Context: an optimization exercise on an open-source flow, tuned for small area, a short achievable clock period and few clock cycles per item. The choices shown serve that exercise and are no tape-out recipe.
Function was checked by simulation only, so behaviour that the tests miss may differ from the original.
Power figures rest on the tool's default switching activity, not on a simulated workload.

Design babe_dectree, start of the top module:
module babe_dectree (
    input  wire        clk,
    input  wire        rst,
    input  wire        start,
    input  wire        first,
    input  wire [15:0] img_w,
    input  wire [15:0] stripe_y,
    input  wire [15:0] stripe_h,
    output wire        busy,
    output wire        fault,
    input  wire        in_valid,
    input  wire [7:0]  in_data,
    output wire        in_ready,
    output wire        job_valid,
    input  wire        job_ready,
    output wire [15:0] job_x,
    output wire [15:0] job_y,
    output wire [15:0] job_w,
    output wire [15:0] job_h,
    output wire [23:0] job_pal,
    output wire [7:0]  job_idx
);
    localparam BW  = 18;         
    localparam LIM = BW - 8;     
    reg        walking;          
    reg        busy_r;
    reg        fault_r;
    reg        ir;               
    reg [BW-1:0] bb;
    reg [4:0]    c;
    reg [15:0] xe, ye, w, h;
    reg        nge, nun, nfun;
    reg [4:0]  nd;               
    reg [4:0]  na;               
    reg [15:0] gw, gh;
    reg [3:0]  mw, mh;
    reg        tv;
    reg        tdir;             
    reg        tge, tun, tfun;
    reg [4:0]  td;               
    reg [4:0]  ta;
    reg [15:0] tvw, tvh;
    reg        tiw, tih;
    reg        p2v;
    reg [4:0]  p2;
    reg [4:0]  p2a, p2b;
    reg [31:0] prest;            
    reg [31:0] s_dir;            
    reg [31:0] s_pw, s_ph;       
    reg [31:0] s_ge;             
    reg [4:0]  s_a [1:7];        
    reg        jv;
    reg [15:0] jx, jy, jw, jh;
    reg [7:0]  ji;
    reg [31:0] ord;
    function need_fn;            
        input [4:0] cc;
        input [10:0] bt;         
        input       tvalid, un, fun;
        begin
            need_fn = 1'b0;
            if (cc == 5'd0)
                need_fn = 1'b1;
            else if (bt[10]) begin                       
                if (cc < 5'd9)        need_fn = 1'b1;
                else if (!tvalid)     need_fn = 1'b0;
                else if (cc == 5'd9)  need_fn = 1'b1;
                else                  need_fn = bt[1] && (cc < 5'd18);
            end else if (!un) begin                      
  ...
Size: about 4,100 cells after synthesis, roughly 510 flip-flops, about 160 I/O pins, roughly 38,000 um2 of cells after synthesis.
==> flow/config.mk <==
export PLATFORM = sky130hd
export DESIGN_NAME = babe_dectree
export DESIGN_NICKNAME = babe_dectree
export VERILOG_FILES = /design/flow/design.v
export SDC_FILE = /design/flow/constraint.sdc
export NUM_CORES = 4
export LEC_CHECK = 0
export CAP_MARGIN = 20
export CORE_MARGIN = 2
export CORE_UTILIZATION = 40
export PLACE_DENSITY = 0.6
export SETUP_SLACK_MARGIN = 2.4
export SLEW_MARGIN = 20
==> flow/constraint.sdc <==
create_clock -name core_clock -period 6.0 [get_ports {clk}]
set_input_delay 1.2000 -clock core_clock [delete_from_list [all_inputs] [get_ports {clk}]]
set_output_delay 1.2000 -clock core_clock [all_outputs]
set_load 0.01 [all_outputs]
run.sh (not shown) runs the stock make flow with config.mk's settings and CLKGATE_MAP_FILE= SYNTH_SCRIPT=/design/flow/synth_recipe.tcl, a recipe that flattens the netlist after the stock synthesis.
The starting point finished with timing, DRC and antenna clean.
Testbench counts at the start, summed over its fixed seeds: cycles 11,584, jobs 6,997.
==> next run, changes <==
- SETUP_SLACK_MARGIN: 2.4 -> 2.2
The new run produced a clean layout.
Global-route usage is about the same.
Final cell count goes down slightly.
Maximum frequency is lower by a few percent.
==> next run, changes <==
- SETUP_SLACK_MARGIN: 2.2 -> 2.0
Outcome:
- non-clock buffer count went down by 26
- power hardly moves
- die area does not change
- clock power increases by about 3%
- fmax is lower by 1.6%
- routed wire length falls by 1.7%
- sequential share of layout area came out higher by 0.38 points
- via count is lower by 0.82%
==> next run, changes <==
- SETUP_SLACK_MARGIN: 2.0 -> 1.7
=> The new run finished clean; flip-flop and latch count stays the same; wire length drops by 1.9%; cell area drops by 1.4%; setup slack loses 0.28 ns; via count drops by about 0.7%; clock-buffer cell count climbs by 2; synthesized area is unchanged; first-iteration DRC count drops by about 6.4%.
==> next run, changes <==
- PLACE_DENSITY: 0.6 -> 0.65
- SETUP_SLACK_MARGIN: 1.7 -> 2.4
The new run passed the timing, DRC and antenna checks.
Cell count increases by 1.8%.
Register-to-register slack is better by 0.52 ns.
Combinational power rises by 9.5%.
Global-route usage went down by 0.39 points.

separate check: timing with driven ports:
No port has a modelled driver above. Below, the same layouts with a new extraction and two added sets of constraints.
Step 1: set_driving_cell puts a clkbuf_16 on clk and a buf_2 on each other input, an assumption about the parent block.
Step 2 also shifts input and output timing later by t, the mid clock arrival at the registers, as if the neighbouring blocks saw the same clock.
Slacks: ideal ports / drivers / drivers and shift; pairs: ideal ports / drivers.
run | t (ns) | slack for setup (ns) | clock arrival spread, ns
the first run | 0.730 | 2.270 / 2.270 / 1.692 | 0.024 / 0.024
the second run | 0.731 | 2.134 / 2.134 / 1.552 | 0.026 / 0.026
the third run | 0.722 | 2.071 / 2.071 / 1.426 | 0.044 / 0.044
the fourth run | 0.748 | 1.787 / 1.787 / 1.301 | 0.024 / 0.024
the fifth run | 0.715 | 2.305 / 2.305 / 1.797 | 0.056 / 0.057
After both steps every run listed still meets setup and hold. For the third run, which loses most, drivers alone change the setup slack by 0.000 ns; drivers and shift together by -0.645 ns.
